Background: an optimization exercise with open tools, aiming at small area, a short achievable clock period and few clock cycles per item. Do not read the settings as production practice. Only simulation tests tie the RTL to the original design; equivalence was not proved. Power figures rest on the tool's default switching activity, not on a simulated workload.

<file path="flow/config.mk">
export PLATFORM = sky130hd
export DESIGN_NAME = chunk_decoder
export DESIGN_NICKNAME = chunk_decoder
export VERILOG_FILES = /design/flow/design.v
export SDC_FILE = /design/flow/constraint.sdc
export NUM_CORES = 4
export LEC_CHECK = 0
export CAP_MARGIN = 20
export CORE_MARGIN = 2
export CORE_UTILIZATION = 40
export SLEW_MARGIN = 20
</file>
<file path="flow/constraint.sdc">
create_clock -name core_clock -period 7.0 [get_ports {clk}]
set_input_delay 1.4000 -clock core_clock [delete_from_list [all_inputs] [get_ports {clk}]]
set_output_delay 1.4000 -clock core_clock [all_outputs]
set_load 0.01 [all_outputs]
</file>
<file path="flow/design.v">
module chunk_decoder (
    input  wire        clk,
    input  wire        rst,         
    input  wire        in_valid,
    input  wire [7:0]  in_data,
    output wire        in_ready,
    output wire        out_valid,
    input  wire        out_ready,
    output wire        out_hdr,
    output wire [3:0]  out_kind,
    output wire [23:0] out_value,
    output wire [8:0]  out_len,
    output wire [7:0]  out_data,
    output wire        fault,
    output wire [7:0]  fault_tag
);
    localparam integer RING = 256;
    localparam [3:0] K_DATA    = 4'd7;
    localparam [3:0] K_UNKNOWN = 4'd8;
    localparam [2:0] S_TAG = 3'd0;    
    localparam [2:0] S_TLM = 3'd1;    
    localparam [2:0] S_B1  = 3'd2;    
    localparam [2:0] S_B2  = 3'd3;    
    localparam [2:0] S_UT  = 3'd4;    
    localparam [2:0] S_UB1 = 3'd5;    
    localparam [2:0] S_PAY = 3'd6;    
    reg        in_ready_r;
    reg        stop;                  
    reg  [7:0] a_d;
    reg        a_v;
    reg        need_tag;              
    reg        need_len;              
    reg  [7:0] rem_in;                
    reg  [8:0] cin;                   
    reg        fault_r;
    reg  [7:0] fault_tag_r;
    wire       in_fire = in_valid & in_ready_r;
    wire [2:0] a_cls   = a_d[7:5];
    wire       a_bad   = a_d[7] & ~(a_d[6] & a_d[5]);
    reg        p_need_tag, p_need_len, p_done;
    reg  [7:0] p_rem;
    always @(*) begin
        p_need_tag = need_tag;
        p_need_len = need_len;
        p_rem      = rem_in;
        p_done     = 1'b0;
        if (a_v) begin
            if (need_tag) begin
                case (a_cls)
                    3'd0: p_done = 1'b1;
                    3'd1, 3'd2, 3'd3: begin
                        p_need_tag = 1'b0;
                        p_rem      = {6'd0, a_cls[1:0]};
                    end
                    3'd7: begin
                        p_need_tag = 1'b0;
                        p_need_len = 1'b1;
                    end
                    default: p_need_tag = 1'b1;   
                endcase
            end else if (need_len) begin
                p_need_len = 1'b0;
                p_rem      = a_d;
                if (a_d == 8'd0) begin
                    p_done     = 1'b1;
                    p_need_tag = 1'b1;
                end
            end else begin
                p_rem = rem_in - 8'd1;
                if (rem_in == 8'd1) begin
                    p_done     = 1'b1;
                    p_need_tag = 1'b1;
                end
            end
        end
    end
    wire a_is_bad = a_v & need_tag & a_bad;
    wire a_push   = a_v & ~a_is_bad;
    wire in_bad   = in_data[7] & ~(in_data[6] & in_data[5]);
    wire stop_nx  = stop | (in_fire & p_need_tag & in_bad);
    reg  [7:0] w0, w1, w2;
    reg        wf0, wf1, wf2;         
    reg  [1:0] wcnt;
    reg  [7:0] ph;
    reg  [7:0] hbud;
    reg        w_need_len;            
    reg  [RING*8-1:0] ring_d;
    reg  [RING-1:0]   ring_v;
    reg               fl;             
    reg               bk;             
    reg  [7:0]        tcnt;           
    wire [7:0] rd_d = ring_d[RING*8-1 -: 8];
    wire       rd_v = ring_v[RING-1] & ~fl;
    localparam integer QD = 6;
    reg  [7:0] qm [0:QD-1];
    reg  [3:0] qcnt;
    wire [7:0] q0 = qm[0];
    wire [7:0] q1 = qm[1];
    wire       qfull = (qcnt == QD);
    wire take  = rd_v & ~bk & ~qfull;
    wire miss  = rd_v & ~bk & qfull;
    wire [7:0] holes   = ph - 8'd1;
    wire       contig  = (ph == 8'd1);
    wire       hole_ok = ~bk & (wf0 | (~w_need_len & (holes <= hbud)));
    wire wr    = (wcnt != 2'd0) & (~rd_v | take) & (contig | hole_ok);
    wire [7:0] st0_d = wr ? w0 : rd_d;
    wire       st0_v = wr | (rd_v & ~take);
    reg  [2:0]  st;
    reg  [1:0]  need;         
    reg  [2:0]  tk;           
    reg  [23:0] val;          
    reg  [7:0]  t_reg;        
    reg  [7:0]  b1_reg;       
    reg         u7;           
    reg  [7:0]  rem;          
    reg  [8:0]  cout;         
    reg         o_valid, o_hdr;
    reg  [3:0]  o_kind;
    reg  [23:0] o_value;      
    reg  [8:0]  o_len;
    wire o_free   = ~o_valid | out_ready;
    wire complete = (cin != cout);
    wire q0v      = (qcnt != 4'd0);
    wire q1v      = (qcnt > 4'd1);
    function [3:0] tlm_kind(input [7:0] t);    
        case (t)
            8'h31: tlm_kind = 4'd0;
            8'h52: tlm_kind = 4'd1;
            8'h55: tlm_kind = 4'd2;
            8'h70: tlm_kind = 4'd3;
            8'h73: tlm_kind = 4'd4;
            8'h74: tlm_kind = 4'd5;
            8'h75: tlm_kind = 4'd6;
            default: tlm_kind = 4'hF;
        endcase
    endfunction
    function [23:0] tlm_val(input [2:0] k, input [23:0] v);
        if (k == 3'd0)
            tlm_val = {{16{v[7]}}, v[7:0]};
        else if (k == 3'd1 || k == 3'd2)
            tlm_val = {8'h00, v[15:0]};
        else
            tlm_val = v;
    endfunction
    wire [3:0] q0_tk   = tlm_kind(q0);
    wire       q0_tlm  = ~q0_tk[3];
    wire [2:0] q0_cls  = q0[7:5];
    wire       t_data  = (t_reg == 8'hE1);
    reg  [1:0] pop;
    reg        beat, beat_hdr;
    reg  [3:0] b_kind;
    reg  [23:0] b_value;
    reg  [8:0] b_len;
    reg  [2:0] st_nx;
    reg  [1:0] need_nx;
    reg  [2:0] tk_nx;
    reg  [23:0] val_nx;
    reg  [7:0] t_nx, b1_nx, rem_nx;
    reg        u7_nx;
    reg  [23:0] sh;
    always @(*) begin
        pop      = 2'd0;
        beat     = 1'b0;
        beat_hdr = 1'b0;
        b_kind   = K_UNKNOWN;
        b_value  = 24'd0;
        b_len    = 9'd0;
        st_nx    = st;
        need_nx  = need;
        tk_nx    = tk;
        val_nx   = val;
        t_nx     = t_reg;
        b1_nx    = b1_reg;
        rem_nx   = rem;
        u7_nx    = u7;
        sh       = 24'd0;
        if (o_free) begin
            case (st)
                S_TAG: if (q0v) begin
                    t_nx = q0;
                    if (q0_tlm) begin
                        tk_nx = q0_tk[2:0];
                        if (q1v) begin
                            sh = {val[15:0], q1};
                            if (q0_cls == 3'd1) begin
                                beat = 1'b1; beat_hdr = 1'b1;
                                b_kind = {1'b0, q0_tk[2:0]};
                                b_value = tlm_val(q0_tk[2:0], sh);
                                pop = 2'd2;
                            end else begin
                                val_nx  = sh;
                                need_nx = q0_cls[1:0] - 2'd1;
                                pop = 2'd2;
                                st_nx = S_TLM;
                            end
                        end else begin
                            need_nx = q0_cls[1:0];
                            pop = 2'd1;
                            st_nx = S_TLM;
                        end
                    end else if (q0_cls != 3'd7) begin
                        if (complete) begin
                            beat = 1'b1; beat_hdr = 1'b1;
                            b_kind = K_UNKNOWN;
                            b_len  = {7'd0, q0_cls[1:0]} + 9'd1;
                            rem_nx = {6'd0, q0_cls[1:0]};
                            u7_nx  = 1'b0;
                            pop = 2'd1;
                            st_nx = S_UT;
                        end
                    end else begin
                        if (q1v && (q0 == 8'hE1) && (q1 != 8'd0)) begin
                            b1_nx = q1;
                            pop = 2'd2;
                            st_nx = S_B2;
                        end else if (q1v && complete) begin
                            beat = 1'b1; beat_hdr = 1'b1;
                            b_kind = K_UNKNOWN;
                            b_len  = {1'b0, q1} + 9'd2;
                            b1_nx  = q1;
                            rem_nx = q1;
                            u7_nx  = 1'b1;
                            pop = 2'd2;
                            st_nx = S_UT;
                        end else begin
                            pop = 2'd1;
                            st_nx = S_B1;
                        end
                    end
                end
                S_B1: if (q0v) begin
                    if (t_data && (q0 != 8'd0)) begin
                        b1_nx = q0;
                        if (q1v && complete) begin
                            beat = 1'b1; beat_hdr = 1'b1;
                            b_kind  = K_DATA;
                            b_value = {16'h0000, q1};
                            b_len   = {1'b0, q0} - 9'd1;
                            rem_nx  = q0 - 8'd1;
                            pop = 2'd2;
                            st_nx = (q0 == 8'd1) ? S_TAG : S_PAY;
                        end else begin
                            pop = 2'd1;
                            st_nx = S_B2;
                        end
                    end else if (complete) begin
                        beat = 1'b1; beat_hdr = 1'b1;
                        b_kind = K_UNKNOWN;
                        b_len  = {1'b0, q0} + 9'd2;
                        b1_nx  = q0;
                        rem_nx = q0;
                        u7_nx  = 1'b1;
                        pop = 2'd1;
                        st_nx = S_UT;
                    end
                end
                S_B2: if (q0v && complete) begin
                    beat = 1'b1; beat_hdr = 1'b1;
                    b_kind  = K_DATA;
                    b_value = {16'h0000, q0};
                    b_len   = {1'b0, b1_reg} - 9'd1;
                    rem_nx  = b1_reg - 8'd1;
                    pop = 2'd1;
                    st_nx = (b1_reg == 8'd1) ? S_TAG : S_PAY;
                end
                S_TLM: if (q0v) begin
                    if (q1v && need != 2'd1) begin
                        sh = {val[7:0], q0, q1};
                        pop = 2'd2;
                        need_nx = need - 2'd2;
                    end else begin
                        sh = {val[15:0], q0};
                        pop = 2'd1;
                        need_nx = need - 2'd1;
                    end
                    val_nx = sh;
                    if (need_nx == 2'd0) begin
                        beat = 1'b1; beat_hdr = 1'b1;
                        b_kind  = {1'b0, tk};
                        b_value = tlm_val(tk, sh);
                        st_nx = S_TAG;
                    end
                end
                S_UT: begin
                    beat = 1'b1;
                    b_value = {16'h0000, t_reg};
                    st_nx = u7 ? S_UB1 : ((rem == 8'd0) ? S_TAG : S_PAY);
                end
                S_UB1: begin
                    beat = 1'b1;
                    b_value = {16'h0000, b1_reg};
                    st_nx = (rem == 8'd0) ? S_TAG : S_PAY;
                end
                S_PAY: if (q0v) begin
                    beat = 1'b1;
                    b_value = {16'h0000, q0};
                    pop = 2'd1;
                    rem_nx = rem - 8'd1;
                    if (rem == 8'd1) st_nx = S_TAG;
                end
                default: st_nx = S_TAG;
            endcase
        end
    end
    always @(posedge clk) begin
        ring_d <= {ring_d[(RING-1)*8-1:0], st0_d};
        ring_v <= {ring_v[RING-2:0], st0_v};
        a_d    <= in_data;
    end
    reg [7:0] qn [0:QD-1];
    wire [3:0] qpos = qcnt - {2'b0, pop};
    integer i;
    always @(*) begin
        for (i = 0; i < QD; i = i + 1) begin
            if (take && qpos == i)
                qn[i] = rd_d;
            else if (pop == 2'd2 && i + 2 < QD)
                qn[i] = qm[i + 2];
            else if (pop == 2'd1 && i + 1 < QD)
                qn[i] = qm[i + 1];
            else
                qn[i] = qm[i];
        end
    end
    reg [7:0] wn0, wn1, wn2;
    reg       wfn0, wfn1, wfn2;
    wire [1:0] wpop = {1'b0, wr};
    always @(*) begin
        if (wr) begin wn0 = w1; wn1 = w2; wn2 = w2; wfn0 = wf1; wfn1 = wf2; wfn2 = wf2; end
        else    begin wn0 = w0; wn1 = w1; wn2 = w2; wfn0 = wf0; wfn1 = wf1; wfn2 = wf2; end
        if (a_push) begin
            case (wcnt - wpop)
                2'd0: begin wn0 = a_d; wfn0 = need_tag; end
                2'd1: begin wn1 = a_d; wfn1 = need_tag; end
                default: begin wn2 = a_d; wfn2 = need_tag; end
            endcase
        end
    end
    wire [1:0] wcnt_nx = wcnt - wpop + {1'b0, a_push};
    wire       room    = ({1'b0, wcnt - wpop} + {2'b0, a_v} + {2'b0, in_ready_r}) <= 3'd2;
    always @(posedge clk) begin
        for (i = 0; i < QD; i = i + 1) qm[i] <= qn[i];
        w0 <= wn0; w1 <= wn1; w2 <= wn2;
        wf0 <= wfn0; wf1 <= wfn1; wf2 <= wfn2;
        val    <= val_nx;
        t_reg  <= t_nx;
        b1_reg <= b1_nx;
        tk     <= tk_nx;
        if (a_is_bad) fault_tag_r <= a_d;
        if (o_free && beat) begin
            o_hdr   <= beat_hdr;
            o_kind  <= b_kind;
            o_value <= b_value;
            o_len   <= b_len;
        end
        if (rst) begin
            in_ready_r <= 1'b1;
            stop       <= 1'b0;
            a_v        <= 1'b0;
            need_tag   <= 1'b1;
            need_len   <= 1'b0;
            rem_in     <= 8'd0;
            cin        <= 9'd0;
            fault_r    <= 1'b0;
            wcnt       <= 2'd0;
            ph         <= 8'd0;
            hbud       <= 8'd0;
            w_need_len <= 1'b0;
            qcnt       <= 4'd0;
            fl         <= 1'b1;
            bk         <= 1'b0;
            tcnt       <= RING - 1;
            st         <= S_TAG;
            need       <= 2'd0;
            rem        <= 8'd0;
            u7         <= 1'b0;
            cout       <= 9'd0;
            o_valid    <= 1'b0;
        end else begin
            stop       <= stop_nx;
            in_ready_r <= ~stop_nx & room;
            a_v        <= in_fire;
            need_tag   <= p_need_tag;
            need_len   <= p_need_len;
            rem_in     <= p_rem;
            cin        <= cin + {8'd0, p_done};
            if (a_is_bad) fault_r <= 1'b1;
            wcnt       <= wcnt_nx;
            if (wr) begin
                ph <= 8'd1;
                if (wf0) begin
                    w_need_len <= (w0[7:5] == 3'd7);
                    hbud       <= (w0[7:5] == 3'd7) ? 8'd0 : 8'd248;
                end else if (w_need_len) begin
                    w_need_len <= 1'b0;
                    hbud       <= (w0 >= 8'd254) ? 8'd0 : (8'd254 - w0);
                end else if (!contig)
                    hbud <= hbud - holes;
            end else
                ph <= ph + 8'd1;
            qcnt       <= qcnt - {2'b0, pop} + {3'b0, take};
            if (fl | bk) begin
                if (tcnt == 8'd0) begin
                    fl <= 1'b0;
                    bk <= 1'b0;
                end else
                    tcnt <= tcnt - 8'd1;
            end else if (miss) begin
                bk   <= 1'b1;
                tcnt <= RING - 2;
            end
            st   <= st_nx;
            need <= need_nx;
            rem  <= rem_nx;
            u7   <= u7_nx;
            cout <= cout + {8'd0, o_free & beat & beat_hdr};
            if (o_free) o_valid <= beat;
        end
    end
    assign in_ready  = in_ready_r;
    assign out_valid = o_valid;
    assign out_hdr   = o_hdr;
    assign out_kind  = o_kind;
    assign out_value = o_value;
    assign out_len   = o_len;
    assign out_data  = o_value[7:0];
    assign fault     = fault_r;
    assign fault_tag = fault_tag_r;
endmodule
</file>
<file path="flow/run.sh">
#!/bin/bash
# synth_recipe.tcl (not shown) runs the flow's synth.tcl, then flattens the netlist and writes it again
# the make line also repeats each setting of config.mk as NAME=value (left out here)
make -C /OpenROAD-flow-scripts/flow DESIGN_CONFIG=/design/flow/config.mk WORK_HOME=/design/flow/orfs CLKGATE_MAP_FILE= SYNTH_SCRIPT=/design/flow/synth_recipe.tcl finish
</file>
==> run notes <==
-- cell type report --
cell class	instances	area (um^2)
Clock buffer	306	6270
Multi-Input combinational cell	1116	7100
Timing Repair Buffer	83	788
Sequential cell	2548	52400
Inverter	49	184
Fill cell	12800	78900
Clock inverter	103	1250
Tap cell	2016	2520
-- cells by family (layout without fill, tap and decap cells) --
kind of cell,Yosys count,after routing,share of synthesized area
flops,2548,2548,0.873
xor+xnor,90,90,0.0131
compound gates,351,351,0.0356
fa+ha+maj,52,52,0.0111
mux,86,86,0.0148
simple gates,537,537,0.0428
buf+inv,135,541,0.00934
-- metrics by stage --
step                      hold slack, ps  total power [mW]  setup slack, ps  cells  cell area [um^2]
after detailed placement             312              18.9             1530   5812             63000
after global routing                 315              32.1             1020   6221             70500
final                                306              30.8             1500   6221             70500
after global placement               311              18.9             1530   5812             63000
after floorplan                      310              18.1             2580   3799             60000
after CTS                            308              31.2             1510   6221             70500
-- Yosys cell counts, drive strengths merged (12+ instances only) --
library cell	n
a22oi	13
nor3	32
nand3	42
nor2	185
inv	47
or3	16
o21ai	107
and3	12
edfxtp	138
nand4	19
xnor2	43
xor2	47
buf	30
a21oi	131
clkbuf	56
nand2	147
nand2b	13
ha	49
mux2	21
nor4	21
mux2i	65
dfxtp	2410
nor2b	15
a211oi	14
-- power by group --
| group | switching [mW] | internal, mW | leakage (nW) | total [mW] |
|---|---|---|---|---|
| sequential | 0.570 | 15.9 | 20.6 | 16.5 |
| clock | 5.14 | 7.02 | 3.70 | 12.2 |
| combinational | 1.33 | 0.817 | 3.30 | 2.15 |
| total | 7.04 | 23.7 | 27.6 | 30.8 |
-- how the worst max path moves through the flow --
stage / cells past startpoint / slack, ps / startpoint / endpoint
floorplan: 17 / 2580 / qm[0][1] / qm[3][5]
global placement: 14 / 1530 / qm[0][1] / qm[0][1]
detailed placement: 14 / 1530 / qm[0][1] / qm[3][5]
CTS: 14 / 1510 / qm[0][1] / qm[0][2]
global route: 14 / 1020 / qm[0][1] / qm[3][1]
finish: 14 / 1500 / qm[0][1] / qm[0][2]
-- critical path, cell delays in order, from the launching register on --
cell      delay, ps
edfxtp_1        570
inv_1           320
ha_1            430
a21oi_1         120
a311oi_1        580
a211oi_2        300
nand2_1         280
o221ai_1        200
a22o_1          310
ha_1            210
fa_1            380
xor2_1          210
nor3_1          260
nand3_1         500
nand2_1         490
-- per-layer routing --
metal	GRT usage	vias to the layer above	wire [um]
li1	-	13000	-
met1	0.170	12300	45300
met2	0.166	546	35700
met3	0.0326	202	4740
met4	0.0474	2	2530
met5	0	-	13
==> results.toml <==
[clock_network]
htree_levels = 4
hold_buffers = 0
post_cts_resized = 0
cts_buffers = 220
worstSkewPairLatency_ps = 810
cts.sink_count = 2548
cts_root_buf = "clkbuf_16"
cts.reportedPaths.clkPinSlew_ps = 70
post_cts_buffers = 0
cts-root-to-sink-buffers = 3
cts_tree = "done"

[worst_hold_path]
worst_hold_startpoint = "ring_d[795]"
timing.hold.worst.class = "reg -> reg"
number_of_cells_traversed_by_the_worst_hold_path = 0
hold_end = "ring_d[803]"

[setup_path]
rr_endpoint = "qm[0][2]"
worst_setup_path_end_kind = "flip-flop"
critPathRequiredTime_ps = 7470
crit_type = "reg -> reg"
cp.arrival_ps = 5970
crit_path_start_kind = "flip-flop"
critical_path.reg2reg.startpoint = "qm[0][1]"
timing.reg2reg.setup_slack_ps = 1500
cp_max_fo = 17
reg2reg_depth = 14

[layout]
most_common_cell_after_layout_fill_and_taps_aside = "dfxtp_1"
largest_register_ffs = 2048
most-common-layout-cells = "dfxtp_1, clkbuf_16, nor2_1, nand2_1, edfxtp_1"
number_of_antenna_repair_diodes = 0
finish.utilization = 0.472
proportion_of_layout_cells_with_a_drive_suffix_above_1 = 0.103
largest-register = "ring_d"
syn2layout_area_growth_pct = 17.5
layout_top_registers = "ring_d x2048, ring_v x256, qm x48"
final_net_count = 4081

[drt]
mean_routed_wirelength_per_cell_um = 14.2
detailedRoute.firstPassIterationCount = 6
drt_first_iter_violations = 1674
wl_um = 88200
ant_nets = 0
detailroute.via_count = 26000
drc_errors = 0
vias_per_cell = 4.18

[synthesis]
synthDistinctLibCells = 81
synth.yosys.seq_area_share = 0.873
synth_ff_type = "dfxtp_1"
synth_area_leaders = "dfxtp_1, edfxtp_1, nor2_1"
netlist.area_leader.share = 0.804
count_of_mapped_cells_out_of_synthesis = 3799
synthesis.yosys.warnings = 3
synth-async-reset-ratio = 0
synth_edf_count = 138
postSynthNetCount = 3862
synthesis.area_um2 = 60000
synth_area_leader_cell = "dfxtp_1"
yosys_register_bits = 2548
syn_area_per_cell_um2 = 15.8

[sta]
timing.final.crit_share = 0.785
final_hold_viol_count = 0
setup_tns_ps = 0
final.setup_skew_ps = 23.5
timing.max_slew.rel_slack = 0.293
fin_crit_ps = 5500
max_slew.worst_pin.slew_ps = 1060
setup_violations = 0
grt_setup_unrepaired = "false"
fmax_mhz = 182
count_of_pins_over_their_slew_limit = 0

[place]
place_congestion = 0.864
io_buffer_count = 68
hpwl_um = 50700

[floorplanning]
floorplan.initialDensity = 0.402
die_area_um2 = 153000
die_w_um = 391
io-pin-count = 69
die_height_um = 391
fp-row-count = 142
core-area_um2 = 149000

[grt]
grt_antenna_before_repair = 1
globalRouteTotalUtil = 0.118
grt_first_pass_wirelength_um = 143000
grt_overflow = 0
grt_max_degree = 68
grt_pass1_vias = 25900

[power_and_ir_drop]
ir_drop_uv = 258
p_per_area_nw_per_um2 = 436
power.leakage_nw = 27.6

[job]
max_cap_violations = 0

[outcome]
outcome = "complete, no violations"
Testbench counts, summed over its fixed seeds: cycles 26,375, items 1,600.

separate check: timing with driven ports:
No port has a modelled driver above. Below, the same layout with a new extraction and two added sets of constraints. Step 1: set_driving_cell puts a clkbuf_16 on clk and a buf_2 on each other input, an assumption about the parent block. Step 2 adds t to the input delays and takes it off the output delays; t is the mean of the earliest and latest rising clock arrival at the registers after step 1. Input paths then give back, and output paths get back, about the clock's delay inside the block. a / b / c = ideal / step 1 / step 2; a / b = the first two.
shift t [ns]: 0.868
setup WS [ns]: 1.502 / 1.502 / 1.502
latest minus earliest clock arrival (ns): 0.033 / 0.032
cell pins on the clock port's net: 1
After both steps this run still meets setup and hold. The setup slack of this run moves by 0.000 ns with the drivers and by 0.000 ns with both steps.
